What follows belongs to an exercise in optimizing a design on an open flow for small area; a production flow would make more cautious choices. Only simulation tests tie the RTL to the original design; equivalence was not proved. No activity file was given, so power comes from the tool's default toggle rates.

Setup of exp/pepper:
// softspi_exp
module softspi_exp (
    input  wire        clk,
    input  wire        rst,           
    input  wire        cmd_valid,
    output wire        cmd_ready,
    input  wire [31:0] cmd,
    input  wire [31:0] now,           
    output reg         rsp_valid,
    output wire [15:0] rsp_data,
    output wire        rsp_refused,
    output reg         pins_oe,       
    output reg         out_data,
    output reg         out_clk,       
    output wire        out_latch,
    output wire        in_latch,      
    output wire        in_clk,        
    input  wire        in_data,
    output wire        dac_cs,
    output reg         dac_data,
    output wire        adc_convst,
    input  wire        adc_data
);
Size: ~970 cells after synthesis, roughly 9800 µm² of cells after synthesis.
export LEC_CHECK = 0
export CAP_MARGIN = 20
export CORE_MARGIN = 2
export CORE_UTILIZATION = 40
export SLEW_MARGIN = 20
create_clock -name core_clock -period 10.0 [get_ports {clk}]
standard.sh (not shown) runs the stock make flow with config.mk's settings and CLKGATE_MAP_FILE= SYNTH_SCRIPT=/design/flow/synth_recipe.tcl, a recipe that flattens the netlist after the stock synthesis.
==> flow/flow/run.sh <==
#!/bin/bash
set -euo pipefail
WORK=$(pwd)
export BUFFER_PORTS_ARGS="-buffer_cell sky130_fd_sc_hd__buf_1"
export CTS_ARGS="-sink_clustering_enable -repair_clock_nets -dont_use_dummy_load -sink_clustering_size 30 -sink_clustering_max_diameter 100 -buf_list {sky130_fd_sc_hd__clkbuf_8 sky130_fd_sc_hd__clkbuf_16} -root_buf sky130_fd_sc_hd__clkbuf_8 -tree_buf sky130_fd_sc_hd__clkbuf_8"
R=$WORK/orfs/results/$FLOW_PLATFORM/softspi_exp/base
LIB=$FLOW_HOME/platforms/$FLOW_PLATFORM/lib/sky130_fd_sc_hd__tt_025C_1v80.lib
YOSYS=$(dirname "$FLOW_HOME")/tools/install/yosys/bin/yosys
[ -x "$YOSYS" ] || YOSYS=yosys

bash standard.sh synth > standard_synth.log 2>&1
cp "$R/1_2_yosys.v" "$WORK/synth_standard.v"

# Two rounds: each runs every ABC script on the current netlist and keeps the
# smallest result if it is smaller than the current one.
cur="$WORK/synth_standard.v"
cur_area=$(python3 - "$cur" "$LIB" <<'EOP'
import re,sys
area={}; c=None
for l in open(sys.argv[2]):
    m=re.match(r'\s*cell \("?(\w+)"?\)',l)
    if m: c=m.group(1)
    m=re.match(r'\s*area\s*:\s*([\d.]+)',l)
    if m and c and c not in area: area[c]=float(m.group(1))
print(sum(area.get(t,0) for t in re.findall(r'^\s*(sky130_fd_sc_hd__\w+)\s',open(sys.argv[1]).read(),re.M)))
EOP
)
echo "standard area $cur_area" >> remap_choice.log
for round in 1 2; do
  best=""; best_area=$cur_area
  for s in 1 2 3 4; do
    out="$WORK/remap_r${round}_$s"
    if bash flow/remap.sh "$cur" "$out.v" "$LIB" "$WORK/flow/abc$s.script" "$YOSYS" "$out.ys" > "$out.log" 2>&1; then
      a=$(grep -i "chip area for module" "$out.log" | tail -1 | awk '{print $NF}')
      echo "round $round abc$s area $a" >> remap_choice.log
      if awk "BEGIN{exit !($a < $best_area)}"; then best="$out.v"; best_area=$a; fi
    fi
  done
  [ -n "$best" ] || break
  cur="$best"; cur_area=$best_area
  echo "round $round chose $best area $best_area" >> remap_choice.log
done
cp "$cur" "$R/1_2_yosys.v"
touch "$R/1_2_yosys.v"

bash standard.sh > standard_finish.log 2>&1
Other scripts of this flow, unchanged in this note and not shown: flow/flow/abc1.script, flow/flow/abc2.script, flow/flow/abc3.script, flow/flow/abc4.script, flow/flow/remap.sh
Both conditions hold for exp/pepper: the flow ran to the end and the final layout passed the timing, DRC and antenna checks.
Modified inputs, exp/amber compared to exp/pepper
Settings: CORE_UTILIZATION: 40 -> 75.
-- flow/flow/run.sh --
<<< exp/pepper, line 3
WORK=$(pwd)
export BUFFER_PORTS_ARGS="-buffer_cell sky130_fd_sc_hd__buf_1"
export CTS_ARGS="-sink_clustering_enable -repair_clock_nets -dont_use_dummy_load -sink_clustering_size 30 -sink_clustering_max_diameter 100 -buf_list {sky130_fd_sc_hd__clkbuf_8 sky130_fd_sc_hd__clkbuf_16} -root_buf sky130_fd_sc_hd__clkbuf_8 -tree_buf sky130_fd_sc_hd__clkbuf_8"
R=$WORK/orfs/results/$FLOW_PLATFORM/softspi_exp/base
LIB=$FLOW_HOME/platforms/$FLOW_PLATFORM/lib/sky130_fd_sc_hd__tt_025C_1v80.lib
>>> exp/amber, line 3
WORK=$(pwd)
export BUFFER_PORTS_ARGS="-buffer_cell sky130_fd_sc_hd__buf_1"
export CTS_ARGS="-sink_clustering_enable -repair_clock_nets -dont_use_dummy_load -sink_clustering_size 30 -sink_clustering_max_diameter 100 -buf_list {sky130_fd_sc_hd__clkbuf_8 sky130_fd_sc_hd__clkbuf_16}"
R=$WORK/orfs/results/$FLOW_PLATFORM/softspi_exp/base
LIB=$FLOW_HOME/platforms/$FLOW_PLATFORM/lib/sky130_fd_sc_hd__tt_025C_1v80.lib
[summary]
From exp/pepper to exp/amber the numbers moved as follows: synthesis-to-layout area growth went down by 1.6 points, worst hold margin moved up. exp/amber ended up with a higher first-pass GRT wire length than exp/pepper did. The number of cells in the design after placement in exp/pepper is 1.12 times that in exp/amber. exp/amber: done, clean on timing, DRC and antenna. Compared with exp/pepper, in exp/amber critical path depth went down; wire length on met2 went up; number of global-route vias before repair went up; clock buffer count from CTS did not really move. exp/amber gives more share of the clock period used by the worst path than exp/pepper did. Compared with exp/pepper, exp/amber shows a final critical path time including I/O delays and setup that is 67 ps higher.
### exp/amber -> exp/indigo
Settings: swapping 75 for 40 in CORE_UTILIZATION.
[summary]
Die boundary height: exp/indigo vs exp/amber up 42 µm. Arrival time of data at the critical path endpoint in exp/indigo is 140 ps lower than in exp/amber. Of exp/indigo and exp/amber, the higher design area belongs to exp/indigo. Number of buffers and inverters on the critical path on exp/indigo is down relative to exp/amber. Taking exp/amber as the reference, in exp/indigo count of standard-cell rows grew by 39%, growth of design area from synthesis to finish grew by 1.9 points. The run with more setup slack is exp/indigo; exp/amber has less.
#### Input delta (exp/umber over exp/indigo)
-- flow/flow/run.sh --
<<< exp/indigo, line 3
WORK=$(pwd)
export BUFFER_PORTS_ARGS="-buffer_cell sky130_fd_sc_hd__buf_1"
export CTS_ARGS="-sink_clustering_enable -repair_clock_nets -dont_use_dummy_load -sink_clustering_size 30 -sink_clustering_max_diameter 100 -buf_list {sky130_fd_sc_hd__clkbuf_8 sky130_fd_sc_hd__clkbuf_16}"
R=$WORK/orfs/results/$FLOW_PLATFORM/softspi_exp/base
LIB=$FLOW_HOME/platforms/$FLOW_PLATFORM/lib/sky130_fd_sc_hd__tt_025C_1v80.lib
>>> exp/umber, line 3
WORK=$(pwd)
export BUFFER_PORTS_ARGS="-buffer_cell sky130_fd_sc_hd__buf_1"
export CTS_ARGS="-sink_clustering_enable -repair_clock_nets -dont_use_dummy_load -sink_clustering_size 30 -sink_clustering_max_diameter 100 -buf_list {sky130_fd_sc_hd__clkbuf_8 sky130_fd_sc_hd__clkbuf_16} -root_buf sky130_fd_sc_hd__clkbuf_4 -tree_buf sky130_fd_sc_hd__clkbuf_4"
R=$WORK/orfs/results/$FLOW_PLATFORM/softspi_exp/base
LIB=$FLOW_HOME/platforms/$FLOW_PLATFORM/lib/sky130_fd_sc_hd__tt_025C_1v80.lib
==> run summary <==
Diff exp/umber..exp/indigo | clock buffer count from CTS | unchanged
Status: number of logic inverters in the finished layout parity (exp/umber, exp/indigo)
exp/umber and exp/indigo ended up with roughly the same detailed-routing wirelength on met1.
On part of the total power dissipated in combinational logic: exp/umber sits above exp/indigo.

---

== build 11 ==
softspi_exp, a different RTL version from the one above (not shown whole).
Size in the first run: roughly 1000 cells after synthesis, ~97 I/O pins.
clock: 10.0 ns
lec_check: 0
cap_margin: 20
core_margin: 2
core_utilization: 40
slew_margin: 20
==> flow/flow/run.sh <==
#!/bin/bash
set -euo pipefail
WORK=$(pwd)
export BUFFER_PORTS_ARGS="-buffer_cell sky130_fd_sc_hd__buf_1"
export CTS_ARGS="-sink_clustering_enable -repair_clock_nets -dont_use_dummy_load -sink_clustering_size 30 -sink_clustering_max_diameter 100 -buf_list {sky130_fd_sc_hd__clkbuf_8 sky130_fd_sc_hd__clkbuf_16}"
R=$WORK/orfs/results/$FLOW_PLATFORM/softspi_exp/base
LIB=$FLOW_HOME/platforms/$FLOW_PLATFORM/lib/sky130_fd_sc_hd__tt_025C_1v80.lib
YOSYS=$(dirname "$FLOW_HOME")/tools/install/yosys/bin/yosys
[ -x "$YOSYS" ] || YOSYS=yosys

bash standard.sh synth > standard_synth.log 2>&1
cp "$R/1_2_yosys.v" "$WORK/synth_standard.v"

best=""; best_area=""
for s in 1 2 3; do
  if bash flow/remap.sh "$WORK/synth_standard.v" "$WORK/remap_$s.v" "$LIB" "$WORK/flow/abc$s.script" "$YOSYS" "$WORK/remap_$s.ys" > "remap_$s.log" 2>&1; then
    a=$(grep -i "chip area for module" "remap_$s.log" | tail -1 | awk '{print $NF}')
    echo "abc$s area $a" >> remap_choice.log
    if [ -z "$best" ] || awk "BEGIN{exit !($a < $best_area)}"; then best=$s; best_area=$a; fi
  fi
done
echo "chosen abc$best area $best_area" >> remap_choice.log
if [ -n "$best" ]; then
  cp "$WORK/remap_$best.v" "$R/1_2_yosys.v"
  touch "$R/1_2_yosys.v"
fi

bash standard.sh > standard_finish.log 2>&1
Other scripts of this flow, unchanged in this note and not shown: flow/flow/abc1.script, flow/flow/abc2.script, flow/flow/abc3.script, flow/flow/remap.sh
Build 11 has completed all stages; timing, DRC and antenna checks passed.
--- input diff build 11..build 23 ---
-- flow/flow/run.sh --
<<< build 11, line 4
export BUFFER_PORTS_ARGS="-buffer_cell sky130_fd_sc_hd__buf_1"
export CTS_ARGS="-sink_clustering_enable -repair_clock_nets -dont_use_dummy_load -sink_clustering_size 30 -sink_clustering_max_diameter 100 -buf_list {sky130_fd_sc_hd__clkbuf_8 sky130_fd_sc_hd__clkbuf_16}"
R=$WORK/orfs/results/$FLOW_PLATFORM/softspi_exp/base
>>> build 23, line 4
export BUFFER_PORTS_ARGS="-buffer_cell sky130_fd_sc_hd__buf_1"
export CTS_ARGS="-sink_clustering_enable -repair_clock_nets -dont_use_dummy_load -sink_clustering_size 34 -sink_clustering_max_diameter 120 -buf_list {sky130_fd_sc_hd__clkbuf_8 sky130_fd_sc_hd__clkbuf_16}"
R=$WORK/orfs/results/$FLOW_PLATFORM/softspi_exp/base
==> run summary <==
- Any difference in global-route usage between build 23 and build 11 is small enough to ignore.
- Proportion of layout cells with a drive suffix above 1 in build 23 is 0.17 points lower than in build 11
- Relative to build 11, post-layout minimum cycle time has gone down in build 23.
- Build 23 vs. build 11: least setup slack across all paths after layout increased by 0.041 ns relative to the old numbers; post-route clock period utilization decreased by 0.41 points relative to the old numbers.
- Critical path's largest stage delay: build 23 < build 11
- Relative to build 11, the final cell area reported for build 23 is lower.
- Compare build 23 and build 11 | detailed-routed wire length on met3 higher: build 11
For build 93, these inputs were changed with respect to build 23:
==> flow/flow/run.sh <==
#!/bin/bash
set -euo pipefail
WORK=$(pwd)
export BUFFER_PORTS_ARGS="-buffer_cell sky130_fd_sc_hd__buf_1"
export CTS_ARGS="-sink_clustering_enable -repair_clock_nets -dont_use_dummy_load -sink_clustering_size 30 -sink_clustering_max_diameter 100 -buf_list {sky130_fd_sc_hd__clkbuf_8 sky130_fd_sc_hd__clkbuf_16}"
R=$WORK/orfs/results/$FLOW_PLATFORM/softspi_exp/base
LIB=$FLOW_HOME/platforms/$FLOW_PLATFORM/lib/sky130_fd_sc_hd__tt_025C_1v80.lib
YOSYS=$(dirname "$FLOW_HOME")/tools/install/yosys/bin/yosys
[ -x "$YOSYS" ] || YOSYS=yosys

bash standard.sh synth > standard_synth.log 2>&1
cp "$R/1_2_yosys.v" "$WORK/synth_standard.v"

# Two rounds: each runs every ABC script on the current netlist and keeps the
# smallest result if it is smaller than the current one.
cur="$WORK/synth_standard.v"
cur_area=$(python3 - "$cur" "$LIB" <<'EOP'
import re,sys
area={}; c=None
for l in open(sys.argv[2]):
    m=re.match(r'\s*cell \("?(\w+)"?\)',l)
    if m: c=m.group(1)
    m=re.match(r'\s*area\s*:\s*([\d.]+)',l)
    if m and c and c not in area: area[c]=float(m.group(1))
print(sum(area.get(t,0) for t in re.findall(r'^\s*(sky130_fd_sc_hd__\w+)\s',open(sys.argv[1]).read(),re.M)))
EOP
)
echo "standard area $cur_area" >> remap_choice.log
for round in 1 2; do
  best=""; best_area=$cur_area
  for s in 1 2 3 4; do
    out="$WORK/remap_r${round}_$s"
    if bash flow/remap.sh "$cur" "$out.v" "$LIB" "$WORK/flow/abc$s.script" "$YOSYS" "$out.ys" > "$out.log" 2>&1; then
      a=$(grep -i "chip area for module" "$out.log" | tail -1 | awk '{print $NF}')
      echo "round $round abc$s area $a" >> remap_choice.log
      if awk "BEGIN{exit !($a < $best_area)}"; then best="$out.v"; best_area=$a; fi
    fi
  done
  [ -n "$best" ] || break
  cur="$best"; cur_area=$best_area
  echo "round $round chose $best area $best_area" >> remap_choice.log
done
cp "$cur" "$R/1_2_yosys.v"
touch "$R/1_2_yosys.v"

bash standard.sh > standard_finish.log 2>&1
==> flow/flow/abc4.script (new file) <==
strash
dch -f
amap
strash
dch
amap
strash
dch
amap
Findings:
Build 93 completed end to end with timing, DRC and antenna clean.
Switching power total, build 23 and build 93: smaller value in build 93
Changes observed in build 93 relative to build 23: synthesized instance count shows a reduction of 32, first-pass GRT wire length shows an increase of 0.68%, met3 usage in global routing shows an increase of 0.17 points, worst setup margin shows a reduction of 0.25 ns.
Area of the mapped netlist was higher in the run labelled build 23.
In build 93, the worst slew margin relative to its limit came out 0.63 points below the value in build 23.
[compare] base=build 23 new=build 93: achievable frequency went down 6.8 MHz, critical path depth went up 1, clock network fraction of design power went up 1.8 points.
In the reports for build 23 and build 93, the larger final critical delay including setup and external delays belongs to build 93.

static timing again, ports no longer ideal:
How much do the figures lean on ideal ports? The routed layouts below were timed once more, with nothing changed but the port constraints. Step 1 sets driving cells, clkbuf_16 on the clock port and buf_2 on the other inputs (assumed; they add their load-dependent delay and slew). Step 2 times the ports against the registers' clock, not the clock port: input delays grow and output delays shrink by t, the midpoint of the rising clock arrivals with the driver on. Slacks: ideal / step 1 / step 2; pairs: ideal / step 1.
| run | t, ns | setup slack, ns | clock arrival spread, ns | slew at the worst register clock pin (ns) | pins driven straight from the clock port |
|---|---|---|---|---|---|
| exp/pepper | 0.554 | 4.246 / 4.202 / 4.756 | 0.054 / 0.053 | 0.12 / 0.12 | 1 |
| exp/amber | 0.496 | 4.179 / 4.137 / 4.633 | 0.054 / 0.054 | 0.12 / 0.12 | 1 |
| exp/indigo | 0.514 | 4.322 / 4.278 / 4.791 | 0.042 / 0.043 | 0.12 / 0.12 | 1 |
| exp/umber | 0.659 | 4.177 / 4.132 / 4.791 | 0.063 / 0.063 | 0.12 / 0.12 | 1 |
| build 11 | 0.522 | 4.023 / 3.976 / 4.497 | 0.036 / 0.035 | 0.11 / 0.11 | 1 |
| build 23 | 0.520 | 4.064 / 4.014 / 4.535 | 0.041 / 0.041 | 0.12 / 0.12 | 1 |
| build 93 | 0.502 | 3.814 / 3.771 / 4.273 | 0.076 / 0.076 | 0.11 / 0.11 | 1 |
After both steps setup and hold are still met in every run listed.
